What follows belongs to an exercise in optimizing a design on an open flow for small area, a short achievable clock period and few clock cycles per item; a production flow would make more cautious choices. Only simulation tests tie the RTL to the original design; equivalence was not proved. Power and IR drop assume default switching activity.

===== constraint.sdc =====
create_clock -name core_clock -period 6.0 [get_ports {clk}]
set_input_delay 1.2000 -clock core_clock [delete_from_list [all_inputs] [get_ports {clk}]]
set_output_delay 1.2000 -clock core_clock [all_outputs]
set_load 0.01 [all_outputs]

===== design.v =====
module cfl_parse (
    input  wire        clk,
    input  wire        rst,
    input  wire        in_valid,
    output wire        in_ready,
    input  wire [7:0]  in_data,
    input  wire        in_last,
    input  wire [7:0]  in_ch,
    output reg         res_valid,
    output wire [3:0]  res_code,
    output reg         pok,
    output wire [7:0]  pch,
    output wire [63:0] pf1_mant,
    output wire [63:0] pf2_mant,
    output wire [63:0] pf3_mant,
    output wire [63:0] pf4_mant,
    output wire [63:0] pf5_mant,
    output wire [7:0]  pf1_scale,
    output wire [7:0]  pf2_scale,
    output wire [7:0]  pf3_scale,
    output wire [7:0]  pf4_scale,
    output wire [7:0]  pf5_scale,
    output reg  [7:0]  pgas_off,
    output reg  [7:0]  pgas_len
);
    localparam W = 61;      
    localparam A = 60;      
    reg  [3:0]  clr;         
    reg         rdy;
    assign in_ready = rdy;
    reg         v0;          
    reg         l0;          
    reg  [3:0]  d0;          
    reg         sp0, dig0, dot0, plus0, minus0;
    reg         chm0;        
    reg         legal0;      
    reg  [2:0]  chc0;        
    reg  [7:0]  pos;
    reg         in_tok;
    reg  [2:0]  ntok;        
    reg         tok0_ok;
    reg         numbad;
    reg         cur_gas;     
    reg  [A-1:0] acc;
    reg          neg;
    reg          pnt;
    reg  [4:0]   ndig;       
    reg  [4:0]   nscale;
    reg          bad;
    reg  [W-1:0] t1, t2, t3, t4;
    reg  [4:0]   s1, s2, s3, s4;
    reg          ci1, ci2, ci3, ci4;     
    reg  [7:0]   t_goff;
    reg  [7:0]   t_glen;
    reg          commit_q;   
    reg          lq;         
    reg          sq, kq;     
    reg  [1:0]   cq;         
    reg  [2:0]   hq;         
    reg  [2:0]   dr;         
    reg  [2:0]   ph;         
    reg  [1:0]   qn;         
    reg          q0s, q1s;   
    reg  [1:0]   q0c, q1c;   
    reg          q0k, q1k;   
    reg  [2:0]   q0h, q1h;   
    reg  [W-1:0] m0, m1, m2, m3, m4;     
    reg  [4:0]   c0, c1, c2, c3, c4;
    reg  [3:0]   pchq;       
    reg  [2:0]   rc;         
    assign pf1_mant = {{(64-W){m0[W-1]}}, m0};
    assign pf2_mant = {{(64-W){m1[W-1]}}, m1};
    assign pf3_mant = {{(64-W){m2[W-1]}}, m2};
    assign pf4_mant = {{(64-W){m3[W-1]}}, m3};
    assign pf5_mant = {{(64-W){m4[W-1]}}, m4};
    assign pf1_scale = {3'd0, c0};
    assign pf2_scale = {3'd0, c1};
    assign pf3_scale = {3'd0, c2};
    assign pf4_scale = {3'd0, c3};
    assign pf5_scale = {3'd0, c4};
    assign pch = {1'b0, pchq[3], 1'b0, pchq[2], pchq[2], 1'b0, pchq[1], pchq[0]};
    assign res_code = {1'b0, rc};
    wire        clearing = (clr != 4'd0);
    wire        tstart   = v0 && !sp0 && !in_tok;        
    wire        tmore    = v0 && !sp0 && in_tok;         
    wire        tclose   = v0 && sp0 && in_tok;          
    wire        st_num   = (ntok >= 3'd1) && (ntok <= 3'd5);     
    wire        cur_num  = (ntok >= 3'd2) && (ntok <= 3'd6);     
    wire        cur_14   = (ntok >= 3'd2) && (ntok <= 3'd5);     
    wire        num_fail = bad || (ndig == 5'd0) || (ndig > 5'd18);
    wire [2:0]   dlo     = d0[3] ? 3'b111 : d0[2:0];
    wire [A-1:0] xa      = {acc[A-4:0], dlo};
    wire [A-1:0] xb      = {acc[A-2:0], d0[3]};
    wire         cin     = d0[3] & d0[0];
    wire [A-1:0] gp [0:6];
    wire [A-1:0] pp [0:6];
    assign gp[0] = xa & xb;
    assign pp[0] = xa ^ xb;
    genvar l, i;
    generate
        for (l = 0; l < 6; l = l + 1) begin : lvl
            for (i = 0; i < A; i = i + 1) begin : bt
                if ((i >> l) & 1) begin : comb
                    localparam integer J = ((i >> l) << l) - 1;
                    assign gp[l+1][i]  = gp[l][i] | (pp[l][i] & gp[l][J]);
                    assign pp[l+1][i]  = pp[l][i] & pp[l][J];
                end else begin : pass
                    assign gp[l+1][i]  = gp[l][i];
                    assign pp[l+1][i]  = pp[l][i];
                end
            end
        end
    endgenerate
    wire [A-1:0] cy      = {gp[6][A-2:0] | (pp[6][A-2:0] & {(A-1){cin}}), cin};
    wire [A-1:0] acc10   = pp[0] ^ cy;
    wire [W-1:0] accout  = {neg, acc ^ {A{neg}}};
    wire [14:0]  inc3    = t4[14:0]  ^ ({15{ci4}} & {&t4[13:0],  &t4[12:0],  &t4[11:0],  &t4[10:0],  &t4[9:0],
                                                     &t4[8:0],  &t4[7:0],   &t4[6:0],   &t4[5:0],   &t4[4:0],
                                                     &t4[3:0],  &t4[2:0],   &t4[1:0],   t4[0],      1'b1});
    wire [14:0]  inc2    = t3[29:15] ^ ({15{ci3}} & {&t3[28:15], &t3[27:15], &t3[26:15], &t3[25:15], &t3[24:15],
                                                     &t3[23:15], &t3[22:15], &t3[21:15], &t3[20:15], &t3[19:15],
                                                     &t3[18:15], &t3[17:15], &t3[16:15], t3[15],     1'b1});
    wire [14:0]  inc1    = t2[44:30] ^ ({15{ci2}} & {&t2[43:30], &t2[42:30], &t2[41:30], &t2[40:30], &t2[39:30],
                                                     &t2[38:30], &t2[37:30], &t2[36:30], &t2[35:30], &t2[34:30],
                                                     &t2[33:30], &t2[32:30], &t2[31:30], t2[30],     1'b1});
    wire [15:0]  inc0    = t1[60:45] ^ ({16{ci1}} & {&t1[59:45], &t1[58:45], &t1[57:45], &t1[56:45], &t1[55:45],
                                                     &t1[54:45], &t1[53:45], &t1[52:45], &t1[51:45], &t1[50:45],
                                                     &t1[49:45], &t1[48:45], &t1[47:45], &t1[46:45], t1[45], 1'b1});
    wire [W-1:0] t1out   = {inc0, t1[44:0]};
    wire         ins     = commit_q || (dr != 3'd0) || (clearing && clr <= 4'd5);
    wire         num_byte = (tstart && st_num) || (tmore && cur_num);
    wire         acc_clr = clearing || (tclose && cur_14) || lq;
    wire         shift   = clearing || (tclose && cur_14) || commit_q ||
                           (dr == 3'd2) || (dr == 3'd3) || (dr == 3'd4);
    wire        last     = v0 && l0;
    wire        ntok7    = (ntok == 3'd7) || (tstart && ntok == 3'd6);
    wire        gstart   = tstart && (ntok == 3'd6);
    wire        succ     = legal0 && ntok7 && tok0_ok && !numbad;
    wire [1:0]  code     = !legal0  ? 2'd3 :
                           !ntok7   ? 2'd1 :
                           !tok0_ok ? 2'd2 :
                           numbad   ? 2'd3 : 2'd0;
    wire        push     = lq;
    wire        pop      = (dr == 3'd5) ||
                           (qn != 2'd0 && !q0s && ph == 3'd4 && dr == 3'd0 && !commit_q);
    wire [1:0]  qn_next  = qn + {1'b0, push} - {1'b0, pop};
    wire        take_last = in_valid && rdy && in_last;
    always @(posedge clk) begin
        v0     <= in_valid && rdy && !rst;
        l0     <= in_last;
        d0     <= in_data[3:0];
        sp0    <= (in_data == 8'h20);
        dig0   <= (in_data[7:4] == 4'h3) && (in_data[3:0] <= 4'd9);
        dot0   <= (in_data == 8'h2E);
        plus0  <= (in_data == 8'h2B);
        minus0 <= (in_data == 8'h2D);
        chm0   <= (in_data == in_ch);
        legal0 <= (in_ch == 8'h41) || (in_ch == 8'h42) ||
                  (in_ch == 8'h43) || (in_ch == 8'h5A);
        chc0   <= {in_ch[3], in_ch[1], in_ch[0]};
        if (acc_clr)
            acc <= {A{1'b0}};
        else if (num_byte && dig0)
            acc <= acc10;
        if (clearing) begin
            neg    <= 1'b0;
            nscale <= 5'd0;
        end else if (tstart && st_num) begin
            neg    <= minus0;
            pnt    <= dot0;
            ndig   <= dig0 ? 5'd1 : 5'd0;
            nscale <= 5'd0;
            bad    <= !(dig0 || plus0 || minus0 || dot0);
        end else if (tmore && cur_num) begin
            if (dig0) begin
                if (ndig != 5'd19) begin
                    ndig <= ndig + 5'd1;
                    if (pnt)
                        nscale <= nscale + 5'd1;
                end
            end else if (dot0) begin
                if (pnt)
                    bad <= 1'b1;
                pnt <= 1'b1;
            end else begin
                bad <= 1'b1;
            end
        end
        if (shift) begin
            t1 <= {t2[60:45], inc1, t2[29:0]};
            t2 <= {t3[60:30], inc2, t3[14:0]};
            t3 <= {t4[60:15], inc3};
            t4 <= accout;
            ci1 <= ci2 & (&t2[44:30]);
            ci2 <= ci3 & (&t3[29:15]);
            ci3 <= ci4 & (&t4[14:0]);
            ci4 <= neg;
            s1 <= s2; s2 <= s3; s3 <= s4; s4 <= nscale;
        end
        m0 <= m1; m1 <= m2; m2 <= m3; m3 <= m4; m4 <= ins ? t1out : m0;
        c0 <= c1; c1 <= c2; c2 <= c3; c3 <= c4; c4 <= ins ? s1 : c0;
        if (commit_q || clr == 4'd1) begin
            pgas_off <= t_goff;
            pgas_len <= t_glen;
        end
        if (rst) begin
            rdy       <= 1'b0;
            clr       <= 4'd10;
            pos       <= 8'd0;
            in_tok    <= 1'b0;
            ntok      <= 3'd0;
            tok0_ok   <= 1'b0;
            numbad    <= 1'b0;
            cur_gas   <= 1'b0;
            t_goff    <= 8'd0;
            t_glen    <= 8'd0;
            commit_q  <= 1'b0;
            lq        <= 1'b0;
            dr        <= 3'd0;
            ph        <= 3'd0;
            qn        <= 2'd0;
            res_valid <= 1'b0;
            rc        <= 3'd0;
            pok       <= 1'b0;
            pchq      <= 4'd0;
        end else begin
            if (clearing)
                clr <= clr - 4'd1;
            rdy <= (clr <= 4'd1) && ({1'b0, qn_next} + {2'b00, last} + {2'b00, take_last} < 3'd2);
            if (v0) begin
                if (gstart) begin
                    t_goff <= pos;
                    t_glen <= 8'd1;
                end
                if (tmore && cur_gas)
                    t_glen <= t_glen + 8'd1;
                if (last) begin
                    pos     <= 8'd0;
                    in_tok  <= 1'b0;
                    ntok    <= 3'd0;
                    numbad  <= 1'b0;
                    cur_gas <= 1'b0;
                end else begin
                    pos    <= pos + 8'd1;
                    in_tok <= !sp0;
                    if (tstart) begin
                        if (ntok != 3'd7)
                            ntok <= ntok + 3'd1;
                        if (ntok == 3'd0)
                            tok0_ok <= chm0;
                        cur_gas <= (ntok == 3'd6);
                    end
                    if (tmore && ntok == 3'd1)
                        tok0_ok <= 1'b0;
                    if (tclose && cur_num && num_fail)
                        numbad <= 1'b1;
                end
            end
            commit_q <= last && succ;
            lq       <= last;
            sq       <= succ;
            cq       <= code;
            kq       <= !legal0;
            hq       <= chc0;
            if (commit_q)
                dr <= 3'd2;
            else if (dr == 3'd5)
                dr <= 3'd0;
            else if (dr != 3'd0)
                dr <= dr + 3'd1;
            ph <= (dr == 3'd5 || ph == 3'd4) ? 3'd0 : ph + 3'd1;
            qn <= qn_next;
            if (pop) begin
                q0s <= q1s; q0c <= q1c; q0k <= q1k; q0h <= q1h;
            end
            if (push && qn_next == 2'd1) begin
                q0s <= sq; q0c <= cq; q0k <= kq; q0h <= hq;
            end
            if (push && qn_next == 2'd2) begin
                q1s <= sq; q1c <= cq; q1k <= kq; q1h <= hq;
            end
            res_valid <= pop;
            if (pop) begin
                rc <= {q0c != 2'd0, q0c == 2'd3, q0c == 2'd2};
                if (q0s) begin
                    pok  <= 1'b1;
                    pchq <= {1'b1, q0h};
                end else if (!q0k) begin
                    pok  <= 1'b0;
                end
            end
        end
    end
endmodule

===== flow/run.sh =====
#!/bin/bash
# The standard layout (standard.sh, ORFS synthesis to finish), with two
# changes to how cells are chosen:
#  - port buffers are buf_1 cells (ORFS otherwise picks clkdlybuf4s50_1);
#  - clock tree synthesis uses no dummy loads.
# Each step's full output is kept in this folder: make.log here, and ORFS's
# per-step logs under orfs/logs.
set -euo pipefail
export BUFFER_PORTS_ARGS="-buffer_cell sky130_fd_sc_hd__buf_1"
export CTS_ARGS="-sink_clustering_enable -repair_clock_nets -dont_use_dummy_load"
bash ./standard.sh finish > make.log 2>&1

===== config.mk =====
export PLATFORM = sky130hd
export DESIGN_NAME = cfl_parse
export DESIGN_NICKNAME = cfl_parse
export VERILOG_FILES = /design/flow/design.v
export SDC_FILE = /design/flow/constraint.sdc
export NUM_CORES = 4
export LEC_CHECK = 0
export CAP_MARGIN = 20
export CORE_MARGIN = 2
export CORE_UTILIZATION = 40
export SETUP_SLACK_MARGIN = 3.5
export SLEW_MARGIN = 20

===== standard.sh =====
#!/bin/bash
# synth_recipe.tcl (not shown) runs the flow's synth.tcl, then flattens the netlist and writes it again
# the make line also repeats each setting of config.mk as NAME=value (left out here)
make -C /OpenROAD-flow-scripts/flow DESIGN_CONFIG=/design/flow/config.mk WORK_HOME=/design/flow/orfs CLKGATE_MAP_FILE= SYNTH_SCRIPT=/design/flow/synth_recipe.tcl "${@:-finish}"

==> run_results.csv, run 1 <==
group,metric,value,unit
timing,timing.final.crit_share,46.7,%
routing,drc_errors,0,
synthesis,synth_area_per_cell,13.7,um2
status,status,"timing/DRC/antenna clean",
placement,io_buffers,391,
clock_tree,insertion_delay,0.62,ns
timing,holdWs,0.327,ns
critical_path,crit_required,6.50,ns
synthesis,synth.distinct_cells,80,
critical_path,critical_path_class,"register to register",
critical_path,worst_ep_arrival_time,3.30,ns
min_path,worstHoldPathType,"register to register",
clock_tree,cts_hold_buffers,0,
critical_path,start_kind,"register",
power,seq_power_share,54.7,%
critical_path,critPathBufInv,3,
placement,dp_slack,2.09,ns
power,p_per_area,420,nW/um2
clock_tree,clock_path_buffers,3,
placement,place_congestion,0.824,
timing,hold_viol_final,0,
die,die-area,68700,um2
timing,finalSetupViolations,0,
power,p_sw,3.79,mW
grt,grt_usage,14.3,%
grt,overflow,0,
critical_path,critPathMaxStageDelay,0.51,ns
power,ir_drop,0.000221,V
grt,grt_pass1_vias,15700,
synthesis,yosys_warnings,1,
clock_tree,root_buffer,"clkbuf_16",
routing,firstDrtPassIters,5,
grt,antenna_found_initial,1,
critical_path,path_cells,"or2_4 > ha_4 > o2111a_2 > buf_6 > buf_6 > o31ai_4 > a21o_1 > a21oi_2 > o311a_4 > buf_4 > o21ai_2 > or4_1 > nand3_1",
cells_and_area,nets,2545,
die,rows,94,
routing,routed_wl,52200,um
die,coreArea,65900,um2
placement,dp_hpwl,34100,um
die,ios,411,
die,die_h,262,um
timing,max_freq,357,MHz
synthesis,ys_seq_elements,778,
power,power.internal,9.93,mW
power,leakage,13.1,nW
power,power_frac_clock,30.0,%
synthesis,synth_ff_type,"dfxtp_1",
synthesis,synth-edff-count,311,
die,die_w,262,um
die,start_util,40.4,%
cells_and_area,drive_above_1_share,17.6,%
clock_tree,numCtsBuffers,80,
synthesis,syn_inst,1950,
grt,grt_max_degree,86,
routing,wl_per_cell,15.8,um
critical_path,worstSetupEndpointType,"register",
routing,viasPerCell,4.81,
synthesis,syn_area,26600,um2
critical_path,crit_family,"compound AO/OA/AOI/OAI gates",
clock_tree,numClockSinks,778,
run,max_cap_violations,0,
power,switching_share,27.6,%
grt,grt_pass1_wl,79700,um
timing,min_period,2.80,ns
power,power_frac_comb,15.3,%
critical_path,cp_max_fo,4,
cells_and_area,syn2layout_area_growth,22.7,%
timing,worst_pin_slew,1.03,ns
timing,fin_setup_tns,0,ns
critical_path,crit_top_cell,"buf_6",
timing,fin_skew,0.0772,ns
clock_tree,cts_tree,"yes",
routing,ant_nets,0,
timing,slew_headroom,31.4,%
synthesis,synthArstFlopShare,0,%
routing,dr.first_iter.drc_count,667,
critical_path,cpMaxStageDelayCell,"or4_1",
timing,rsz0062_at_grt,"true",
routing,dr_total_vias,15900,
clock_tree,clkTransAtPathRegs,0.05,ns
timing,setup_ws,3.20,ns
clock_tree,htree_num_levels,3,
timing,slew_viol_final,0,
synthesis,yosysSeqAreaShare,70.2,%
## cell usage in the layout (no fill, tap or decap), drive strengths merged, types with 61 or more instances in the layout
| master | Yosys | final |
|---|---|---|
| buf | 46 | 464 |
| nor2 | 101 | 102 |
| xor2 | 121 | 121 |
| nand2 | 142 | 142 |
| edfxtp | 311 | 311 |
| clkbuf | 36 | 81 |
| a21oi | 100 | 100 |
| mux2 | 61 | 61 |
| dfxtp | 467 | 467 |
| ha | 88 | 88 |
## power groups by stage
| stage | sequential [mW] | clock [mW] | combinational [mW] |
|---|---|---|---|
| finish | 7.51 | 4.11 | 2.10 |
| global route | 7.68 | 4.44 | 2.31 |
| CTS | 7.54 | 4.24 | 2.11 |
| detailed placement | 7.64 | 0 | 2.04 |
| global placement | 7.59 | 0 | 2.04 |
| floorplan | 7.96 | 0 | 0.643 |
## kinds of logic (layout without fill, tap and decap cells)
| family | after synthesis | count (layout) | synth area share, % |
|---|---|---|---|
| AND/OR/NAND/NOR | 458 | 462 | 8.41 |
| other | 1 | 20 | 0.0141 |
| buffers and inverters | 132 | 595 | 2.36 |
| XOR/XNOR | 179 | 179 | 5.89 |
| adder cells (fa/ha/maj) | 88 | 88 | 4.13 |
| flip-flops | 778 | 778 | 70.2 |
| AO/OA/AOI/OAI | 241 | 241 | 5.99 |
| multiplexers | 73 | 73 | 3.04 |
## per-stage QoR
step | util, % | area, um2 | instances | total power, mW
floorplan | - | 27000 | 1968 | 8.60
global placement | 44.4 | 29200 | 3152 | 9.63
detailed placement | 44.4 | 29200 | 3152 | 9.68
CTS | 48.5 | 31900 | 3272 | 13.9
global route | 49.6 | 32700 | 3299 | 14.4
finish | 49.6 | 32700 | 3300 | 13.7
## synth_stat cells, types with 3 or more instances
| cell type | count | area (um2) |
|---|---|---|
| nor3_1 | 21 | 105 |
| o22ai_1 | 3 | 18.8 |
| a22o_1 | 4 | 35.0 |
| mux2i_1 | 12 | 120 |
| inv_1 | 50 | 188 |
| a31oi_1 | 8 | 50.1 |
| clkbuf_1 | 36 | 135 |
| or4_1 | 3 | 22.5 |
| nor2_1 | 101 | 379 |
| a221o_1 | 4 | 40.0 |
| nor4b_1 | 3 | 26.3 |
| o21ai_0 | 39 | 195 |
| and3_1 | 26 | 163 |
| or3_1 | 15 | 93.8 |
| a211oi_1 | 6 | 45.0 |
| nor2b_1 | 11 | 68.8 |
| edfxtp_1 | 311 | 9340 |
| nand4_1 | 21 | 131 |
| nand3_1 | 48 | 240 |
| o31ai_1 | 4 | 30.0 |
| o211ai_1 | 5 | 37.5 |
| a21boi_1 | 3 | 22.5 |
| or2_2 | 8 | 50.1 |
| nor4_1 | 7 | 43.8 |
| ha_1 | 88 | 1100 |
| nor3b_1 | 9 | 67.6 |
| buf_4 | 35 | 263 |
| a21o_1 | 11 | 82.6 |
| o21ai_1 | 5 | 25.0 |
| a21oi_1 | 97 | 485 |
| and4_1 | 8 | 70.1 |
| xor2_1 | 121 | 1060 |
| nand3b_1 | 9 | 67.6 |
| mux2_2 | 59 | 664 |
| a21oi_2 | 3 | 26.3 |
| o21a_1 | 7 | 52.6 |
| nand2b_1 | 12 | 75.1 |
| buf_1 | 10 | 37.5 |
| dfxtp_1 | 467 | 9350 |
| o21bai_1 | 4 | 30.0 |
| nand2_1 | 142 | 533 |
| and2_1 | 9 | 56.3 |
| xnor2_1 | 58 | 508 |
## path summary, 6_finish.rpt
path	slack, ns	cells past startpoint	start	end
max	3.20	13	d0[3]	acc[14]
min	0.33	0	m4[48]	m3[48]
max reg2reg	3.20	13	d0[3]	acc[14]
min reg2reg	0.33	0	m4[48]	m3[48]
## flip-flops by register name, summed over array words and instances (netlist names), 60 cells and up
signal / flops
t2: 61
m4: 61
m2: 61
m0: 61
t4: 60
m1: 61
t3: 61
m3: 61
acc: 60
t1: 61
## worst reg2reg max path: cells and delay by family, from the launching register on
family	cells	cell delay [ns]
AOI/OAI and AO/OA	6	0.99
and+or+nand+nor	3	0.84
DFF	1	0.34
buffers and inverters	3	0.32
adders and majority gates	1	0.27
## metal layers
layer | part of all wire [%] | up-vias | global-route usage, % | routed length, um
li1 | - | 7783 | - | -
met1 | 43 | 7622 | 17.8 | 22700
met2 | 49 | 353 | 24.7 | 25700
met3 | 4.9 | 104 | 2.78 | 2550
met4 | 2.4 | 0 | 5.62 | 1280
met5 | 0 | - | 0 | 0
## timing repair
action | in CTS | in global routing
gates cloned | 3 | 1
pin swaps | 40 | 61
setup buffers | 37 | 26
resized for setup | 79 | 118
setup endpoints to repair | 316 | 225
## layout make-up
class                   count  area, um2
diodes                      1       2.50
clock buffers              80       2000
multi-input cells        1062       8490
repair buffers            465       2130
inverters                  50        194
flip-flops and latches    778      18800
fillers                  5684      33200
well taps                 864       1080
Testbench counts, summed over its fixed seeds: cycles 71,194, lines 1,600.
==> run 2: changes to the inputs <==
==> flow/run.sh (replaced) <==
#!/bin/bash
# The standard layout (standard.sh, ORFS synthesis to finish), with two
# changes to how cells are chosen:
#  - port buffers are buf_1 cells (ORFS otherwise picks clkdlybuf4s50_1);
#  - clock tree synthesis uses no dummy loads, and clkbuf_4 and clkbuf_8 cells.
# Each step's full output is kept in this folder: make.log here, and ORFS's
# per-step logs under orfs/logs.
set -euo pipefail
export BUFFER_PORTS_ARGS="-buffer_cell sky130_fd_sc_hd__buf_1"
export CTS_ARGS="-sink_clustering_enable -repair_clock_nets -dont_use_dummy_load -buf_list {sky130_fd_sc_hd__clkbuf_4 sky130_fd_sc_hd__clkbuf_8}"
bash ./standard.sh finish > make.log 2>&1
==> run_results.csv, run 2 <==
group,metric,value,unit
critical_path,start_kind,"register",
synthesis,syn_area,26600,um2
placement,dp_cells,3152,
routing,ant_nets,0,
clock_tree,numCtsBuffers,130,
critical_path,path_cells,"ha_4 > nand4_1 > or3_4 > o21bai_4 > a2bb2oi_4 > o311a_1 > nor3_4 > mux2_4 > a2111oi_4",
routing,wl_per_cell,16.2,um
timing,slew_headroom,32.3,%
grt,antenna_found_initial,2,
power,p_per_area,415,nW/um2
status,status,"timing/DRC/antenna clean",
critical_path,crit_required,6.60,ns
critical_path,cp_num_cells,9,
clock_tree,cts_tree,"yes",
clock_tree,insertion_delay,0.77,ns
die,die_h,262,um
cells_and_area,syn2layout_area_growth,25.7,%
timing,worst_pin_slew,1.02,ns
critical_path,critPathMaxStageDelay,0.44,ns
placement,dp_slack,2.09,ns
die,die-area,68700,um2
die,ios,411,
grt,grt_pass1_vias,16400,
run,max_cap_violations,0,
cells_and_area,drive_above_1_share,36.3,%
clock_tree,root_buffer,"clkbuf_8",
placement,io_buffers,391,
synthesis,synth_ff_type,"dfxtp_1",
synthesis,syn_inst,1950,
power,leakage,14.3,nW
min_path,hold_depth,0,
synthesis,yosys.area.top_type,"dfxtp_1",
clock_tree,clkTransAtPathRegs,0.06,ns
clock_tree,htree_num_levels,4,
synthesis,synth_most_common_cell,"dfxtp_1",
clock_tree,numClockSinks,778,
critical_path,cp_max_fo,5,
routing,viasPerCell,4.84,
critical_path,critical_path_class,"register to register",
timing,rsz0062_at_grt,"true",
timing,slew_viol_final,0,
routing,dr_total_vias,16300,
min_path,worstHoldPathType,"register to register",
grt,overflow,0,
cells_and_area,utilization,50.8,%
routing,firstDrtPassIters,5,
cells_and_area,final_common_cell,"edfxtp_1",
synthesis,synth.distinct_cells,80,
grt,grt_pass1_wl,82100,um
placement,place_congestion,0.824,
routing,dr.first_iter.drc_count,670,
timing,hold_viol_final,0,
timing,max_freq,350,MHz
timing,finalSetupViolations,0,
cells_and_area,stdcell_count,3359,
synthesis,synthTopCellsByCount,"467 x dfxtp_1, 311 x edfxtp_1, 142 x nand2_1, 121 x xor2_1, 101 x nor2_1",
timing,setup_ws,3.14,ns
routing,routed_wl,54400,um
routing,drc_errors,0,
synthesis,synthArstFlopShare,0,%
cells_and_area,nets,2601,
critical_path,worst_r2r_path_depth,9,
synthesis,yosysSeqAreaShare,70.2,%
critical_path,worst_ep_arrival_time,3.46,ns
timing,fin_skew,0.0830,ns
synthesis,yosys_warnings,1,
clock_tree,clock_path_buffers,3,
critical_path,crit_family,"simple AND/OR/NAND/NOR gates",
grt,grt_max_degree,86,
synthesis,ys_seq_elements,778,
die,coreArea,65900,um2
timing,fin_setup_tns,0,ns
grt,grt_usage,14.9,%
timing,min_period,2.86,ns
synthesis,synthTopCellsByArea,"dfxtp_1 35%, edfxtp_1 35%, ha_1 4.1%",
critical_path,cpMaxStageDelayCell,"or3_4",
critical_path,critPathBufInv,0,
die,rows,94,
placement,dp_hpwl,34100,um
synthesis,synth-edff-count,311,
power,ir_drop,0.000260,V
critical_path,worstSetupEndpointType,"register",
timing,timing.final.crit_share,47.7,%
die,start_util,40.4,%
cells_and_area,layout_common_cells,"311 x edfxtp_1, 304 x dfxtp_1, 160 x buf_2, 139 x dfxtp_2, 138 x nand2_1",
die,die_w,262,um
synthesis,yosys.area.top_type_share,35.1,%
synthesis,synth_area_per_cell,13.7,um2
-- run 2: changes by cell type in the layout (fill, tap and decap cells not counted), moves of 70 or more --
cell,previous run,this run
buf_1,390,85
buf_2,0,160
clkbuf_8,0,130
dfxtp_1,419,304
dfxtp_2,40,139
clkbuf_16,80,0
clkbuf_2,1,80
buf_6,15,85
-- run 2: repair_timing --
item,in CTS,in global routing
gates resized for setup,470,243
pin swaps,60,58
endpoints found under the setup margin,580,512
cloned,2,4
buffers inserted,49,18
hold buffers,0,0
-- run 2: cell type report --
cell class | instances | area (um2)
flip-flops and latches | 778 | 19000
diodes | 4 | 10.0
well taps | 864 | 1080
repair buffers | 469 | 2930
inverters | 50 | 190
clock buffers | 130 | 1790
fillers | 5621 | 32400
multi-input cells | 1064 | 8530
-- run 2: kinds of logic after synthesis --
kind of cell	share of synthesized area, %
AO/OA/AOI/OAI	5.99
XOR/XNOR	5.89
adder cells (fa/ha/maj)	4.13
buffers and inverters	2.36
flip-flops	70.2
multiplexers	3.04
other	0.0141
AND/OR/NAND/NOR	8.41
-- run 2: worst register-to-register path, cell delays in order, from the launching register on --
cell and delay, ns:
dfxtp_2 0.37, ha_4 0.32, nand4_1 0.27, or3_4 0.44, o21bai_4 0.19, a2bb2oi_4 0.09, o311a_1 0.34, nor3_4 0.23
mux2_4 0.34, a2111oi_4 0.17
-- run 2: stage by stage --
| stage | area (um2) | power [mW] | hold slack (ns) |
|---|---|---|---|
| final | 33500 | 13.9 | 0.275 |
| after global routing | 33500 | 14.6 | 0.261 |
| after detailed placement | 29200 | 9.68 | 0.334 |
| after global placement | 29200 | 9.63 | 0.334 |
| after floorplan | 27000 | 8.60 | 0.382 |
| after CTS | 32600 | 13.8 | 0.258 |
-- run 2: worst paths after layout --
kind	start	end	slack [ns]
setup / recovery	acc[30]	acc[59]	3.14
hold / removal	m1[26]	m0[26]	0.28
setup reg to reg	acc[30]	acc[59]	3.14
hold reg to reg	m1[26]	m0[26]	0.28
-- run 2: where the power goes --
part,switching (mW),internal (mW),total (mW)
clock network,1.78,1.90,3.68
logic,1.36,1.22,2.58
registers,0.706,6.93,7.63
total,3.84,10.1,13.9
-- run 2: metal layers --
layer	track usage [%]	part of all wire (%)	routed length [um]
met4	6.98	2.6	1420
met5	0	0	0
met1	17.6	42	23000
met2	25.3	50	27200
met3	4.02	5.2	2840
==> run 3: changes to the inputs <==
--- a/design.v
+++ b/design.v
@@ -57,9 +57,9 @@
     reg          sq, kq;     
     reg  [1:0]   cq;         
     reg  [2:0]   hq;         
-    reg  [2:0]   dr;         
-    reg  [2:0]   ph;         
-    reg  [1:0]   qn;         
+    reg  [5:2]   st;         
+    reg  [4:0]   ph;         
+    reg          q0v, q1v;   
     reg          q0s, q1s;   
     reg  [1:0]   q0c, q1c;   
     reg          q0k, q1k;   
@@ -88,10 +88,11 @@
     wire        cur_num  = (ntok >= 3'd2) && (ntok <= 3'd6);     
     wire        cur_14   = (ntok >= 3'd2) && (ntok <= 3'd5);     
     wire        num_fail = bad || (ndig == 5'd0) || (ndig > 5'd18);
-    wire [2:0]   dlo     = d0[3] ? 3'b111 : d0[2:0];
+    wire [3:0]   e       = neg ? 4'd9 - d0 : d0;
+    wire [2:0]   dlo     = e[3] ? 3'b111 : e[2:0];
     wire [A-1:0] xa      = {acc[A-4:0], dlo};
-    wire [A-1:0] xb      = {acc[A-2:0], d0[3]};
-    wire         cin     = d0[3] & d0[0];
+    wire [A-1:0] xb      = {acc[A-2:0], e[3]};
+    wire         cin     = e[3] & e[0];
     wire [A-1:0] gp [0:6];
     wire [A-1:0] pp [0:6];
     assign gp[0] = xa & xb;
@@ -113,7 +114,7 @@
     endgenerate
     wire [A-1:0] cy      = {gp[6][A-2:0] | (pp[6][A-2:0] & {(A-1){cin}}), cin};
     wire [A-1:0] acc10   = pp[0] ^ cy;
-    wire [W-1:0] accout  = {neg, acc ^ {A{neg}}};
+    wire [W-1:0] accout  = {neg, acc};
     wire [14:0]  inc3    = t4[14:0]  ^ ({15{ci4}} & {&t4[13:0],  &t4[12:0],  &t4[11:0],  &t4[10:0],  &t4[9:0],
                                                      &t4[8:0],  &t4[7:0],   &t4[6:0],   &t4[5:0],   &t4[4:0],
                                                      &t4[3:0],  &t4[2:0],   &t4[1:0],   t4[0],      1'b1});
@@ -127,11 +128,12 @@
                                                      &t1[54:45], &t1[53:45], &t1[52:45], &t1[51:45], &t1[50:45],
                                                      &t1[49:45], &t1[48:45], &t1[47:45], &t1[46:45], t1[45], 1'b1});
     wire [W-1:0] t1out   = {inc0, t1[44:0]};
-    wire         ins     = commit_q || (dr != 3'd0) || (clearing && clr <= 4'd5);
+    wire         feeding = commit_q || (st != 4'd0);
+    wire         ins     = feeding || (clearing && clr <= 4'd5);
     wire         num_byte = (tstart && st_num) || (tmore && cur_num);
     wire         acc_clr = clearing || (tclose && cur_14) || lq;
     wire         shift   = clearing || (tclose && cur_14) || commit_q ||
-                           (dr == 3'd2) || (dr == 3'd3) || (dr == 3'd4);
+                           st[2] || st[3] || st[4];
     wire        last     = v0 && l0;
     wire        ntok7    = (ntok == 3'd7) || (tstart && ntok == 3'd6);
     wire        gstart   = tstart && (ntok == 3'd6);
@@ -141,9 +143,9 @@
                            !tok0_ok ? 2'd2 :
                            numbad   ? 2'd3 : 2'd0;
     wire        push     = lq;
-    wire        pop      = (dr == 3'd5) ||
-                           (qn != 2'd0 && !q0s && ph == 3'd4 && dr == 3'd0 && !commit_q);
-    wire [1:0]  qn_next  = qn + {1'b0, push} - {1'b0, pop};
+    wire        pop      = st[5] || (q0v && !q0s && ph[4] && !feeding);
+    wire        q0v_next = push || q1v || (q0v && !pop);
+    wire        q1v_next = push ? (q0v && !(pop && !q1v)) || q1v : (q1v && !pop);
     wire        take_last = in_valid && rdy && in_last;
     always @(posedge clk) begin
         v0     <= in_valid && rdy && !rst;
@@ -160,13 +162,17 @@
         chc0   <= {in_ch[3], in_ch[1], in_ch[0]};
         if (acc_clr)
             acc <= {A{1'b0}};
+        else if (tstart && st_num && minus0)
+            acc <= {A{1'b1}};
         else if (num_byte && dig0)
             acc <= acc10;
+        if (acc_clr)
+            neg <= 1'b0;
+        else if (tstart && st_num)
+            neg <= minus0;
         if (clearing) begin
-            neg    <= 1'b0;
             nscale <= 5'd0;
         end else if (tstart && st_num) begin
-            neg    <= minus0;
             pnt    <= dot0;
             ndig   <= dig0 ? 5'd1 : 5'd0;
             nscale <= 5'd0;
@@ -216,9 +222,10 @@
             t_glen    <= 8'd0;
             commit_q  <= 1'b0;
             lq        <= 1'b0;
-            dr        <= 3'd0;
-            ph        <= 3'd0;
-            qn        <= 2'd0;
+            st        <= 4'd0;
+            ph        <= 5'd1;
+            q0v       <= 1'b0;
+            q1v       <= 1'b0;
             res_valid <= 1'b0;
             rc        <= 3'd0;
             pok       <= 1'b0;
@@ -226,7 +233,7 @@
         end else begin
             if (clearing)
                 clr <= clr - 4'd1;
-            rdy <= (clr <= 4'd1) && ({1'b0, qn_next} + {2'b00, last} + {2'b00, take_last} < 3'd2);
+            rdy <= (clr <= 4'd1) && !(q1v_next || (q0v_next && (last || take_last)) || (last && take_last));
             if (v0) begin
                 if (gstart) begin
                     t_goff <= pos;
@@ -262,21 +269,17 @@
             cq       <= code;
             kq       <= !legal0;
             hq       <= chc0;
-            if (commit_q)
-                dr <= 3'd2;
-            else if (dr == 3'd5)
-                dr <= 3'd0;
-            else if (dr != 3'd0)
-                dr <= dr + 3'd1;
-            ph <= (dr == 3'd5 || ph == 3'd4) ? 3'd0 : ph + 3'd1;
-            qn <= qn_next;
+            st <= {st[4:2], commit_q};
+            ph <= st[5] ? 5'd1 : {ph[3:0], ph[4]};
+            q0v <= q0v_next;
+            q1v <= q1v_next;
             if (pop) begin
                 q0s <= q1s; q0c <= q1c; q0k <= q1k; q0h <= q1h;
             end
-            if (push && qn_next == 2'd1) begin
+            if (push && !(q0v && !(pop && !q1v))) begin
                 q0s <= sq; q0c <= cq; q0k <= kq; q0h <= hq;
             end
-            if (push && qn_next == 2'd2) begin
+            if (push && q0v && !(pop && !q1v)) begin
                 q1s <= sq; q1c <= cq; q1k <= kq; q1h <= hq;
             end
             res_valid <= pop;
==> flow/run.sh (replaced) <==
#!/bin/bash
# The standard layout (standard.sh, ORFS synthesis to finish), with two
# changes to how cells are chosen:
#  - port buffers are buf_1 cells (ORFS otherwise picks clkdlybuf4s50_1);
#  - clock tree synthesis uses no dummy loads, and clusters of up to 24 sinks.
# Each step's full output is kept in this folder: make.log here, and ORFS's
# per-step logs under orfs/logs.
set -euo pipefail
export BUFFER_PORTS_ARGS="-buffer_cell sky130_fd_sc_hd__buf_1"
export CTS_ARGS="-sink_clustering_enable -repair_clock_nets -dont_use_dummy_load -sink_clustering_size 24 -sink_clustering_max_diameter 80"
bash ./standard.sh finish > make.log 2>&1
==> run_results.csv, run 3 <==
group,metric,value,unit
grt,grt_max_degree,62,
grt,met2_usage,24.2,%
power,switching_share,25.5,%
placement,place_congestion,0.813,
timing,fin_skew,0.0393,ns
clock_tree,htree_num_levels,2,
synthesis,yosysSeqAreaShare,72.9,%
critical_path,critical_path_class,"register to register",
synthesis,ys_seq_elements,781,
cells_and_area,drive_above_1_share,11.9,%
critical_path,crit_top_cell,"o21a_1",
critical_path,path_cells,"inv_2 > ha_4 > nand2_4 > xor2_4 > o211ai_1 > ha_2 > or3_1 > a211o_1 > and4_4 > or2_4 > o21a_1 > o21a_1 > o21a_1 > nor2_2 > xor2_1 > a21oi_1",
synthesis,synthArstFlopShare,0,%
die,die_w,258,um
routing,wl_per_cell,15.7,um
power,p_sw,2.78,mW
power,p_per_area,363,nW/um2
synthesis,syn_inst,1819,
routing,dr.first_iter.drc_count,723,
routing,dr_total_vias,14700,
timing,max_freq,314,MHz
routing,drc_errors,0,
grt,grt_usage,14.1,%
critical_path,crit_family,"compound AO/OA/AOI/OAI gates",
min_path,worstHoldPathType,"register to register",
power,seq_power_share,62.9,%
power,power_frac_clock,26.0,%
synthesis,yosys_warnings,1,
synthesis,synthTopCellsByCount,"470 x dfxtp_1, 311 x edfxtp_1, 117 x a21oi_1, 104 x nor2_1, 87 x nand2_1",
grt,grt_use_met1,18.1,%
routing,ant_nets,0,
synthesis,synthTopCellsByArea,"dfxtp_1 37%, edfxtp_1 36%, ha_1 3.7%",
clock_tree,clock_path_buffers,3,
power,power_frac_comb,11.1,%
synthesis,synth.distinct_cells,71,
routing,viasPerCell,4.75,
critical_path,start_kind,"register",
timing,worst_pin_slew,0.817,ns
cells_and_area,nets,2347,
critical_path,worst_ep_arrival_time,3.65,ns
synthesis,syn_area,25700,um2
clock_tree,insertion_delay,0.59,ns
clock_tree,cts_hold_buffers,0,
cells_and_area,antenna_cells,0,
critical_path,critPathBufInv,1,
status,status,"timing/DRC/antenna clean",
grt,overflow,0,
synthesis,yosys.area.top_type_share,36.6,%
critical_path,worst_r2r_path_depth,16,
clock_tree,cts_tree,"yes",
placement,dp_hpwl,32100,um
grt,grt_pass1_vias,14900,
clock_tree,root_buffer,"clkbuf_16",
min_path,min_from,"m3[35]",
cells_and_area,layout_common_cells,"467 x dfxtp_1, 391 x buf_1, 311 x edfxtp_1, 101 x a21oi_1, 92 x nor2_1",
clock_tree,numClockSinks,781,
timing,finalSetupViolations,0,
power,power.internal,8.13,mW
critical_path,critPathMaxStageDelay,0.33,ns
timing,holdWs,0.331,ns
die,coreArea,63300,um2
min_path,min_to,"m2[35]",
die,die-area,66300,um2
die,start_util,40.6,%
die,rows,92,
grt,grtUsageMet3,2.32,%
min_path,hold_depth,0,
die,die_h,258,um
grt,grt.busiest_layer,"met2",
synthesis,synth-edff-count,311,
critical_path,crit_required,6.47,ns
power,leakage,11.7,nW
clock_tree,clkTransAtPathRegs,0.09,ns
critical_path,cp_num_cells,16,
timing,slew_headroom,45.5,%
timing,rsz0062_at_grt,"true",
critical_path,worstSetupEndpointType,"register",
grt,grt_pass1_wl,77400,um
die,ios,411,
critical_path,r2r_slack,2.82,ns
cells_and_area,syn2layout_area_growth,16.9,%
power,ir_drop,0.000318,V
placement,io_buffers,391,
critical_path,cpMaxStageDelayCell,"dfxtp_2",
timing,hold_viol_final,0,
run,max_cap_violations,0,
critical_path,reg2reg_from,"d0[1]",
synthesis,synth_ff_type,"dfxtp_1",
synthesis,yosys.area.top_type,"dfxtp_1",
cells_and_area,final_common_cell,"dfxtp_1",
grt,antenna_found_initial,0,
timing,fin_setup_tns,0,ns
timing,min_period,3.18,ns
routing,routed_wl,48700,um
synthesis,synth_most_common_cell,"dfxtp_1",
synthesis,synth_area_per_cell,14.1,um2
critical_path,cp_max_fo,4,
clock_tree,numCtsBuffers,43,
timing,slew_viol_final,0,
critical_path,r2r_end,"acc[15]",
routing,firstDrtPassIters,4,
timing,timing.final.crit_share,53.0,%
-- run 3: metal layers --
layer  vias up  wire (um)
met5         -          0
met4         0       1210
met3        73       2040
met2       281      23800
met1      7096      21700
li1       7263          -
-- run 3: kinds of logic (layout without fill, tap and decap cells) --
family	Yosys count	in the layout	synth area share (%)
AO/OA/AOI/OAI	291	291	7.05
XOR/XNOR	135	135	4.60
adder cells (fa/ha/maj)	77	77	3.74
buffers and inverters	108	518	2.12
flip-flops	781	781	72.9
multiplexers	63	63	2.73
other	1	19	0.0146
AND/OR/NAND/NOR	363	365	6.84
-- run 3: worst reg2reg max path, stage by stage, from the launching register on --
cell	delay, ns
dfxtp_2	0.33
inv_2	0.04
ha_4	0.16
nand2_4	0.09
xor2_4	0.18
o211ai_1	0.11
ha_2	0.20
or3_1	0.33
a211o_1	0.27
and4_4	0.19
or2_4	0.24
o21a_1	0.18
o21a_1	0.20
o21a_1	0.20
nor2_2	0.11
xor2_1	0.16
a21oi_1	0.08
-- run 3: stage by stage --
stage	setup WS (ns)	cells	util, %	cell area [um2]	power [mW]
2_1_floorplan	2.87	1837	-	25900	7.56
3_3_place_gp	2.64	3006	44.4	28100	8.18
3_5_place_dp	2.49	3007	44.5	28200	8.21
6_report	2.82	3095	47.5	30100	10.9
5_1_grt	2.68	3095	47.5	30100	11.5
4_1_cts	2.87	3076	46.9	29700	11.1
-- run 3: cell type report --
class,instances,area [um2]
timing repair buffer,444,1950
clock buffer,43,1080
fill,5669,33300
tap,846,1060
sequential,781,18800
multi-input combinational,950,7100
inverter,31,116
-- run 3: worst max-delay path by stage --
stage | start | to | slack [ns]
after floorplan | d0[2] | acc[15] | 2.87
after global placement | d0[1] | acc[42] | 2.64
after detailed placement | d0[2] | acc[42] | 2.49
after CTS | d0[1] | acc[26] | 2.87
after global routing | d0[1] | acc[15] | 2.68
final | d0[1] | acc[15] | 2.82
-- run 3: what timing repair did --
action | CTS | global route
gates resized for setup | 58 | 42
setup buffers | 25 | 18
hold endpoints to repair | 0 | 0
setup endpoints to repair | 238 | 254
pin swaps | 50 | 38
gates cloned | 1 | 1
-- run 3: power groups by stage --
stage               clock (mW)  sequential, mW  combinational (mW)
floorplan                    0            7.20               0.369
global placement             0            6.96                1.22
detailed placement           0            7.00                1.21
global route              3.16            6.99                1.31
finish                    2.84            6.86                1.21
CTS                       2.97            6.88                1.23
Testbench counts of run 3, summed over its fixed seeds: cycles 71,194, lines 1,600.
==> run 4: changes to the inputs <==
==> flow/run.sh (replaced) <==
#!/bin/bash
# The standard layout (standard.sh, ORFS synthesis to finish), with two
# changes to how cells are chosen:
#  - port buffers are buf_1 cells (ORFS otherwise picks clkdlybuf4s50_1);
#  - clock tree synthesis uses no dummy loads, and clusters of up to 28 sinks.
# Each step's full output is kept in this folder: make.log here, and ORFS's
# per-step logs under orfs/logs.
set -euo pipefail
export BUFFER_PORTS_ARGS="-buffer_cell sky130_fd_sc_hd__buf_1"
export CTS_ARGS="-sink_clustering_enable -repair_clock_nets -dont_use_dummy_load -sink_clustering_size 28 -sink_clustering_max_diameter 90"
bash ./standard.sh finish > make.log 2>&1
==> run_results.csv, run 4 <==
group,metric,value,unit
synthesis,yosys.area.top_type,"dfxtp_1",
clock_tree,clock_path_buffers,3,
critical_path,cp_max_fo,5,
clock_tree,numClockSinks,781,
cells_and_area,syn2layout_area_growth,16.8,%
die,ios,411,
placement,place_congestion,0.813,
critical_path,worst_r2r_path_depth,16,
synthesis,synthTopCellsByArea,"dfxtp_1 37%, edfxtp_1 36%, ha_1 3.7%",
critical_path,worst_ep_arrival_time,3.71,ns
synthesis,synth_ff_type,"dfxtp_1",
grt,grt_max_degree,62,
min_path,worstHoldPathType,"register to register",
synthesis,yosysSeqAreaShare,72.9,%
routing,firstDrtPassIters,5,
timing,fin_setup_tns,0,ns
cells_and_area,antenna_cells,0,
critical_path,cpMaxStageDelayCell,"dfxtp_2",
clock_tree,cts_hold_buffers,0,
clock_tree,insertion_delay,0.58,ns
routing,routed_wl,48600,um
cells_and_area,drive_above_1_share,12.0,%
die,start_util,40.6,%
synthesis,synthArstFlopShare,0,%
critical_path,r2r_slack,2.75,ns
cells_and_area,nets,2345,
timing,hold_viol_final,0,
cells_and_area,final_area,30000,um2
grt,grt_pass1_vias,14700,
synthesis,yosys_warnings,1,
die,die-area,66300,um2
critical_path,reg2reg_from,"d0[1]",
timing,timing.final.crit_share,54.2,%
min_path,min_from,"m3[14]",
timing,finalSetupViolations,0,
synthesis,yosys.area.top_type_share,36.6,%
synthesis,synthTopCellsByCount,"470 x dfxtp_1, 311 x edfxtp_1, 117 x a21oi_1, 104 x nor2_1, 87 x nand2_1",
critical_path,r2r_end,"acc[27]",
grt,overflow,0,
clock_tree,htree_num_levels,2,
placement,placed_cell_area,28200,um2
status,status,"timing/DRC/antenna clean",
critical_path,critPathBufInv,1,
timing,max_freq,308,MHz
clock_tree,cts_tree,"yes",
synthesis,synth-edff-count,311,
critical_path,crit_required,6.46,ns
routing,wl_per_cell,15.7,um
power,ir_drop,0.000324,V
grt,grt_usage,14.1,%
synthesis,syn_inst,1819,
min_path,min_to,"m2[14]",
timing,fin_skew,0.0491,ns
routing,ant_nets,0,
power,leakage,11.7,nW
critical_path,critPathMaxStageDelay,0.34,ns
grt,grt_pass1_wl,77100,um
critical_path,crit_family,"compound AO/OA/AOI/OAI gates",
clock_tree,clkTransAtPathRegs,0.10,ns
clock_tree,numCtsBuffers,38,
synthesis,synth_most_common_cell,"dfxtp_1",
timing,rsz0062_at_grt,"true",
die,coreArea,63300,um2
critical_path,start_kind,"register",
die,die_h,258,um
routing,viasPerCell,4.78,
critical_path,path_cells,"inv_2 > ha_4 > nand2_4 > xor2_4 > o211ai_1 > ha_2 > or3_1 > a211o_1 > and4_4 > o21ai_4 > nand2_2 > a22o_4 > a211oi_4 > o21bai_1 > xnor2_1 > a21oi_1",
routing,drc_errors,0,
synthesis,synth_area_per_cell,14.1,um2
clock_tree,root_buffer,"clkbuf_16",
synthesis,synth.distinct_cells,71,
placement,dp_hpwl,32100,um
run,max_cap_violations,0,
synthesis,ys_seq_elements,781,
timing,worst_pin_slew,0.777,ns
power,p_per_area,357,nW/um2
critical_path,worstSetupEndpointType,"register",
die,rows,92,
min_path,hold_depth,0,
critical_path,critical_path_class,"register to register",
timing,slew_headroom,48.1,%
cells_and_area,final_common_cell,"dfxtp_1",
cells_and_area,layout_common_cells,"466 x dfxtp_1, 391 x buf_1, 311 x edfxtp_1, 104 x a21oi_1, 92 x nor2_1",
die,die_w,258,um
grt,antenna_found_initial,0,
timing,slew_viol_final,0,
routing,dr_total_vias,14800,
routing,dr.first_iter.drc_count,698,
placement,io_buffers,391,
synthesis,syn_area,25700,um2
timing,min_period,3.25,ns
[run 4: cell counts after synthesis]
Identical to the previous run, type by type.
[run 4: worst max-delay path by stage]
stage	start	to	cells after the start	slack (ns)
floorplan	d0[2]	acc[15]	16	2.87
global placement	d0[1]	acc[42]	16	2.64
detailed placement	d0[2]	acc[42]	16	2.49
CTS	d0[1]	acc[26]	15	2.84
global route	d0[1]	acc[27]	16	2.65
finish	d0[1]	acc[27]	16	2.75
[run 4: power breakdown]
| group | leakage, nW | internal, mW | switching, mW |
|---|---|---|---|
| clock | 0.468 | 1.14 | 1.52 |
| sequential | 7.48 | 6.42 | 0.434 |
| combinational | 3.76 | 0.424 | 0.785 |
[run 4: logic make-up after synthesis]
group	synth area share [%]
buf+inv	2.12
fa+ha+maj	3.74
mux	2.73
simple gates	6.84
other cells	0.0146
flops	72.9
compound gates	7.05
xor+xnor	4.60
[run 4: area by class of cell]
type                            instances  area (um2)
Clock buffer                           38         951
Fill cell                            5664       33300
Inverter                               31         116
Multi-Input combinational cell        950        7150
Sequential cell                       781       18800
Tap cell                              846        1060
Timing Repair Buffer                  447        2000
[run 4: metrics by stage]
stage / hold WS, ns / utilization (%) / setup slack (ns) / instances / power (mW)
floorplan: 0.382 / - / 2.87 / 1837 / 7.56
global placement: 0.332 / 44.4 / 2.64 / 3006 / 8.18
detailed placement: 0.334 / 44.5 / 2.49 / 3007 / 8.21
CTS: 0.313 / 46.9 / 2.84 / 3076 / 10.9
global route: 0.317 / 47.4 / 2.65 / 3093 / 11.3
finish: 0.307 / 47.4 / 2.75 / 3093 / 10.7
[run 4: timing repair]
item                       4_1_cts  5_1_grt
setup buffers                   30       16
hold endpoints to repair         0        0
pin swaps                       66       64
setup endpoints to repair      239      252
resized for setup               60       53
cloned                           1        1
[run 4: routing by layer]
metal	GRT usage [%]	vias to the layer above	share of wire, %
li1	-	7251	-
met1	18.2	7163	44
met2	24.5	319	50
met3	2.27	58	4.4
met4	3.95	0	1.8
met5	0	-	0
==> run 5: changes to the inputs <==
--- a/design.v
+++ b/design.v
@@ -30,7 +30,7 @@
     assign in_ready = rdy;
     reg         v0;          
     reg         l0;          
-    reg  [3:0]  d0;          
+    reg  [4:0]  e0;          
     reg         sp0, dig0, dot0, plus0, minus0;
     reg         chm0;        
     reg         legal0;      
@@ -88,11 +88,9 @@
     wire        cur_num  = (ntok >= 3'd2) && (ntok <= 3'd6);     
     wire        cur_14   = (ntok >= 3'd2) && (ntok <= 3'd5);     
     wire        num_fail = bad || (ndig == 5'd0) || (ndig > 5'd18);
-    wire [3:0]   e       = neg ? 4'd9 - d0 : d0;
-    wire [2:0]   dlo     = e[3] ? 3'b111 : e[2:0];
-    wire [A-1:0] xa      = {acc[A-4:0], dlo};
-    wire [A-1:0] xb      = {acc[A-2:0], e[3]};
-    wire         cin     = e[3] & e[0];
+    wire [A-1:0] xa      = {acc[A-4:0], e0[4:2]};
+    wire [A-1:0] xb      = {acc[A-2:0], e0[1]};
+    wire         cin     = e0[0];
     wire [A-1:0] gp [0:6];
     wire [A-1:0] pp [0:6];
     assign gp[0] = xa & xb;
@@ -132,6 +130,8 @@
     wire         ins     = feeding || (clearing && clr <= 4'd5);
     wire         num_byte = (tstart && st_num) || (tmore && cur_num);
     wire         acc_clr = clearing || (tclose && cur_14) || lq;
+    wire [3:0]   ein      = neg_next ? 4'd9 - in_data[3:0] : in_data[3:0];
+    wire         neg_next = acc_clr ? 1'b0 : (tstart && st_num) ? minus0 : neg;
     wire         shift   = clearing || (tclose && cur_14) || commit_q ||
                            st[2] || st[3] || st[4];
     wire        last     = v0 && l0;
@@ -150,7 +150,7 @@
     always @(posedge clk) begin
         v0     <= in_valid && rdy && !rst;
         l0     <= in_last;
-        d0     <= in_data[3:0];
+        e0     <= {ein[3] ? 3'b111 : ein[2:0], ein[3], ein[3] & ein[0]};
         sp0    <= (in_data == 8'h20);
         dig0   <= (in_data[7:4] == 4'h3) && (in_data[3:0] <= 4'd9);
         dot0   <= (in_data == 8'h2E);
@@ -166,10 +166,7 @@
             acc <= {A{1'b1}};
         else if (num_byte && dig0)
             acc <= acc10;
-        if (acc_clr)
-            neg <= 1'b0;
-        else if (tstart && st_num)
-            neg <= minus0;
+        neg <= neg_next;
         if (clearing) begin
             nscale <= 5'd0;
         end else if (tstart && st_num) begin
==> run_results.csv, run 5 <==
group,metric,value,unit
cells_and_area,final_common_cell,"dfxtp_1",
synthesis,synthTopCellsByCount,"471 x dfxtp_1, 311 x edfxtp_1, 128 x a21oi_1, 111 x nor2_1, 90 x nand2_1",
synthesis,yosys.area.top_type_share,36.6,%
timing,rsz0062_at_grt,"true",
timing,fin_setup_tns,0,ns
critical_path,cp_max_fo,4,
routing,firstDrtPassIters,4,
cells_and_area,utilization,47.7,%
timing,timing.final.crit_share,45.5,%
synthesis,yosysSeqAreaShare,72.9,%
synthesis,synth_ff_type,"dfxtp_1",
grt,overflow,0,
run,max_cap_violations,0,
cells_and_area,syn2layout_area_growth,18.5,%
clock_tree,clkTransAtPathRegs,0.11,ns
power,report.power.total,10.8,mW
synthesis,syn_inst,1835,
die,die_h,258,um
power,leakage,11.7,nW
timing,finalSetupViolations,0,
synthesis,synthArstFlopShare,0,%
timing,hold_viol_final,0,
routing,drc_errors,0,
critical_path,worstSetupEndpointType,"register",
grt,grt_usage,13.7,%
cells_and_area,drive_above_1_share,15.6,%
min_path,worstHoldPathType,"register to register",
placement,place_congestion,0.819,
grt,grt_pass1_wl,75300,um
clock_tree,clock_path_buffers,3,
synthesis,yosys.area.top_type,"dfxtp_1",
timing,fin_skew,0.0626,ns
routing,routed_wl,48800,um
timing,slew_viol_final,0,
synthesis,synth-edff-count,311,
power,p_per_area,352,nW/um2
grt,antenna_found_initial,0,
timing,slew_headroom,54.6,%
power,ir_drop,0.000212,V
clock_tree,numClockSinks,782,
critical_path,worst_ep_arrival_time,3.18,ns
die,ios,411,
synthesis,synth_most_common_cell,"dfxtp_1",
die,coreArea,64000,um2
critical_path,critical_path_class,"register to register",
routing,wl_per_cell,15.7,um
die,die-area,66400,um2
routing,viasPerCell,4.73,
critical_path,start_kind,"register",
die,start_util,40.2,%
timing,max_freq,366,MHz
grt,grt_pass1_vias,14300,
synthesis,syn_area,25700,um2
timing,min_period,2.73,ns
synthesis,synthTopCellsByArea,"dfxtp_1 37%, edfxtp_1 36%, ha_1 3.7%",
clock_tree,insertion_delay,0.59,ns
routing,dr_total_vias,14800,
clock_tree,cts_tree,"yes",
grt,grt_max_degree,75,
timing,worst_pin_slew,0.682,ns
status,status,"timing/DRC/antenna clean",
die,rows,93,
clock_tree,numCtsBuffers,38,
clock_tree,htree_num_levels,2,
die,die_w,258,um
synthesis,synth.distinct_cells,70,
cells_and_area,antenna_cells,0,
synthesis,synth_area_per_cell,14.0,um2
placement,io_buffers,391,
routing,dr.first_iter.drc_count,788,
synthesis,yosys_warnings,1,
routing,ant_nets,0,
cells_and_area,layout_common_cells,"429 x dfxtp_1, 389 x buf_1, 311 x edfxtp_1, 104 x nor2_1, 102 x a21oi_1",
cells_and_area,nets,2366,
synthesis,ys_seq_elements,782,
critical_path,crit_required,6.45,ns
placement,dp_hpwl,31200,um
clock_tree,root_buffer,"clkbuf_16",
-- run 5: changes by cell type in the layout (fill, tap and decap cells not counted), moves of 11 or more --
cell,before,now
ha_4,1,31
ha_1,73,42
buf_6,19,4
dfxtp_1,466,429
dfxtp_4,0,11
dfxtp_2,4,31
a21oi_2,9,22
buf_4,32,50
nor2_1,92,104
-- run 5: per-stage QoR --
step / hold WS [ns] / std cells / area (um2) / setup slack, ns
finish: 0.343 / 3121 / 30500 / 3.27
global route: 0.344 / 3121 / 30500 / 3.16
CTS: 0.334 / 3091 / 29900 / 3.25
detailed placement: 0.334 / 3027 / 28200 / 2.91
global placement: 0.331 / 3026 / 28200 / 2.99
floorplan: 0.382 / 1853 / 26000 / 3.45
-- run 5: critical path, cell delays in order, from the launching register on --
cell and delay, ns:
dfxtp_2 0.35, ha_4 0.23, a21oi_2 0.14, nand4b_1 0.23, a21oi_4 0.13, o21ai_4 0.20, a2111oi_4 0.09, buf_4 0.16
or3_4 0.43, a41o_1 0.23, a21oi_2 0.16, xor2_1 0.15, a21oi_1 0.08
-- run 5: final timing paths --
check | start | to | slack [ns] | cells after the start
max | e0[2] | acc[52] | 3.27 | 12
min | m4[4] | m3[4] | 0.34 | 0
max reg2reg | e0[2] | acc[52] | 3.27 | 12
min reg2reg | m4[4] | m3[4] | 0.34 | 0
-- run 5: final cells by class --
class,instances,area [um2]
well taps,855,1070
clock buffers,38,951
multi-input cells,961,7510
repair buffers,450,2010
inverters,35,131
flip-flops and latches,782,18800
fillers,5625,33500
-- run 5: metal layers --
metal | part of all wire (%) | up-vias | wire length, um | global-route usage (%)
li1 | - | 7259 | - | -
met1 | 44 | 7128 | 21600 | 17.7
met2 | 48 | 316 | 23500 | 23.5
met3 | 4.7 | 66 | 2300 | 2.21
met4 | 2.9 | 0 | 1410 | 4.50
met5 | 0 | - | 0 | 0
-- run 5: report_power, final --
| group | switching [mW] | internal [mW] |
|---|---|---|
| Clock | 1.54 | 1.14 |
| Combinational | 0.788 | 0.428 |
| Sequential | 0.435 | 6.43 |
-- run 5: logic make-up (layout without fill, tap and decap cells) --
family                     Yosys count  after routing  share of synthesized area, %
AOI/OAI and AO/OA                  297            297                          6.96
xor gates and xnor gates           137            137                          4.66
adders and majority gates           79             79                          3.86
buffers and inverters              114            523                          2.18
DFF                                782            782                          72.9
muxes                               62             62                          2.69
other                                1             19                        0.0146
and+or+nand+nor                    363            367                          6.73
-- run 5: what timing repair did --
action,4_1_cts,5_1_grt
pin swaps,23,53
buffers inserted,25,26
resized for setup,111,83
setup endpoints to repair,223,282
hold buffers,0,0
cloned,1,4
Testbench counts of run 5, summed over its fixed seeds: cycles 71,194, lines 1,600.
==> run 6: changes to the inputs <==
==> flow/run.sh (replaced) <==
#!/bin/bash
# The standard layout (standard.sh, ORFS synthesis to finish), with two
# changes to how cells are chosen:
#  - port buffers are buf_1 cells (ORFS otherwise picks clkdlybuf4s50_1);
#  - clock tree synthesis uses no dummy loads, and clusters of up to 32 sinks.
# Each step's full output is kept in this folder: make.log here, and ORFS's
# per-step logs under orfs/logs.
set -euo pipefail
export BUFFER_PORTS_ARGS="-buffer_cell sky130_fd_sc_hd__buf_1"
export CTS_ARGS="-sink_clustering_enable -repair_clock_nets -dont_use_dummy_load -sink_clustering_size 32 -sink_clustering_max_diameter 100"
bash ./standard.sh finish > make.log 2>&1
==> run_results.csv, run 6 <==
group,metric,value,unit
die,die_w,258,um
cells_and_area,nets,2366,
timing,rsz0062_at_grt,"true",
timing,slew_headroom,53.7,%
grt,antenna_found_initial,0,
clock_tree,clock_path_buffers,3,
timing,hold_viol_final,0,
critical_path,crit_family,"simple AND/OR/NAND/NOR gates",
cells_and_area,syn2layout_area_growth,18.2,%
clock_tree,htree_num_levels,2,
synthesis,synth_area_per_cell,14.0,um2
routing,wl_per_cell,15.4,um
die,die-area,66400,um2
clock_tree,cts_hold_buffers,0,
placement,io_buffers,391,
synthesis,ys_seq_elements,782,
timing,fin_setup_tns,0,ns
critical_path,path_cells,"ha_4 > and4_4 > nand2_4 > or4_4 > a31oi_4 > a21bo_1 > a21o_1 > a21o_2 > mux2i_1 > a21oi_1",
clock_tree,insertion_delay,0.58,ns
cells_and_area,layout_common_cells,"428 x dfxtp_1, 391 x buf_1, 311 x edfxtp_1, 105 x a21oi_1, 102 x nor2_1",
die,start_util,40.2,%
cells_and_area,drive_above_1_share,15.4,%
power,p_per_area,348,nW/um2
cells_and_area,final_area,30400,um2
timing,fin_skew,0.0605,ns
synthesis,syn_area,25700,um2
critical_path,cpMaxStageDelayCell,"or4_4",
synthesis,syn_inst,1835,
die,die_h,258,um
routing,firstDrtPassIters,7,
power,leakage,11.7,nW
timing,min_period,2.70,ns
min_path,worstHoldPathType,"register to register",
grt,grt_pass1_wl,75300,um
timing,timing.final.crit_share,45.0,%
timing,finalSetupViolations,0,
clock_tree,root_buffer,"clkbuf_16",
placement,placed_cell_area,28200,um2
power,report.power.total,10.6,mW
synthesis,synth_ff_type,"dfxtp_1",
cells_and_area,final_common_cell,"dfxtp_1",
clock_tree,numCtsBuffers,34,
die,rows,93,
clock_tree,cts_tree,"yes",
critical_path,critical_path_class,"register to register",
synthesis,synth_most_common_cell,"dfxtp_1",
synthesis,yosysSeqAreaShare,72.9,%
routing,dr.first_iter.drc_count,855,
synthesis,yosys_warnings,1,
cells_and_area,multi_input_area,7470,um2
synthesis,synthTopCellsByArea,"dfxtp_1 37%, edfxtp_1 36%, ha_1 3.7%",
run,max_cap_violations,0,
clock_tree,numClockSinks,782,
die,ios,411,
routing,drc_errors,0,
routing,dr_total_vias,14800,
critical_path,start_kind,"register",
timing,slew_viol_final,0,
synthesis,yosys.area.top_type,"dfxtp_1",
grt,grt_usage,13.7,%
routing,ant_nets,0,
grt,overflow,0,
synthesis,synth-edff-count,311,
critical_path,critPathMaxStageDelay,0.57,ns
synthesis,synthArstFlopShare,0,%
power,ir_drop,0.000212,V
status,status,"timing/DRC/antenna clean",
synthesis,yosys.area.top_type_share,36.6,%
timing,worst_pin_slew,0.694,ns
placement,dp_hpwl,31200,um
timing,max_freq,370,MHz
cells_and_area,regArea,18900,um2
critical_path,worst_ep_arrival_time,3.14,ns
routing,viasPerCell,4.75,
critical_path,worstSetupEndpointType,"register",
synthesis,synthTopCellsByCount,"471 x dfxtp_1, 311 x edfxtp_1, 128 x a21oi_1, 111 x nor2_1, 90 x nand2_1",
critical_path,critPathBufInv,0,
cells_and_area,fillers,5661,
grt,grt_pass1_vias,14400,
critical_path,crit_required,6.44,ns
grt,grt_max_degree,75,
cells_and_area,antenna_cells,0,
routing,routed_wl,48200,um
die,coreArea,64000,um2
critical_path,cp_max_fo,4,
synthesis,synth.distinct_cells,70,
placement,place_congestion,0.819,
clock_tree,clkTransAtPathRegs,0.11,ns
-- run 6: cell count changes in the layout (fill, tap and decap cells not counted), moves of 2 or more --
cell,delta
buf_12,+5
clkbuf_16,-5
dfxtp_4,+4
a21oi_1,+3
buf_4,+3
dfxtp_2,-3
nor2_2,+3
a21oi_4,-2
a31oi_1,+2
buf_1,+2
buf_16,-2
nor2_1,-2
-- run 6: metal layers --
layer  global-route usage [%]  up-vias  part of all wire (%)
met5                        0        -                     0
li1                         -     7272                     -
met3                     2.29       59                   4.2
met4                     4.66        0                   2.4
met2                     23.4      306                    49
met1                     17.6     7177                    44
-- run 6: repair_timing --
item / 4_1_cts / 5_1_grt
endpoints found under the setup margin: 222 / 282
buffers inserted: 28 / 29
cloned: 1 / 2
pin swaps: 36 / 55
gates resized for setup: 102 / 87
-- run 6: power by group --
group	total, mW	switching, mW	internal (mW)	leakage (nW)
Combinational	1.21	0.786	0.425	3.76
Sequential	6.86	0.435	6.42	7.51
Clock	2.52	1.49	1.03	0.419
-- run 6: final cells by class --
type	count	area share, %
Sequential cell	782	62.0
Multi-Input combinational cell	960	24.5
Timing Repair Buffer	455	6.74
Tap cell	855	3.52
Clock buffer	34	2.80
Inverter	35	0.432
-- run 6: path summary, 6_finish.rpt --
kind | slack (ns) | to | start | cells past startpoint
max reg2reg | 3.30 | acc[43] | acc[26] | 10
min reg2reg | 0.31 | m3[4] | m4[4] | 0
max | 3.30 | acc[43] | acc[26] | 10
min | 0.31 | m3[4] | m4[4] | 0
-- run 6: through the flow --
stage	worst slack [ns]	hold slack, ns	std cells	utilization [%]
floorplan	3.45	0.382	1853	-
global placement	2.99	0.331	3026	44.1
detailed placement	2.91	0.334	3027	44.1
CTS	3.31	0.301	3090	46.6
global route	3.17	0.310	3121	47.5
finish	3.30	0.313	3121	47.5
-- run 6: logic make-up after synthesis --
kind of cell	count (synthesis)	synth area share, %
muxes	62	2.69
AOI/OAI and AO/OA	297	6.96
xor gates and xnor gates	137	4.66
other	1	0.0146
DFF	782	72.9
adders and majority gates	79	3.86
and+or+nand+nor	363	6.73
buffers and inverters	114	2.18

-- afterwards: timing with drivers on the ports --
Ports are ideal in the flow. The routed layouts listed here were re-timed in OpenROAD.
Step 1 sets driving cells, clkbuf_16 on the clock port and buf_2 on the other inputs (assumed; they add their load-dependent delay and slew).
Step 2 times the ports against the registers' clock, not the clock port: input delays grow and output delays shrink by t, the midpoint of the rising clock arrivals with the driver on.
a / b / c = ideal / step 1 / step 2; a / b = the first two.
run | t, ns | slack for setup (ns) | slew at the worst register clock pin (ns) | worst data-port slew with drivers (ns)
run 1 | 0.642 | 3.200 / 3.200 / 3.200 | 0.07 / 0.07 | 0.05
run 2 | 0.779 | 3.139 / 3.139 / 2.911 | 0.06 / 0.06 | 0.05
run 3 | 0.631 | 2.819 / 2.819 / 2.819 | 0.09 / 0.09 | 0.07
run 4 | 0.621 | 2.751 / 2.751 / 2.751 | 0.10 / 0.10 | 0.07
run 5 | 0.619 | 3.267 / 3.267 / 3.267 | 0.11 / 0.11 | 0.05
run 6 | 0.606 | 3.300 / 3.300 / 3.152 | 0.11 / 0.11 | 0.05
After both steps setup and hold are still met in every run listed. The setup slack of run 2, which loses most, moves by 0.000 ns with the drivers and by -0.228 ns with both steps.
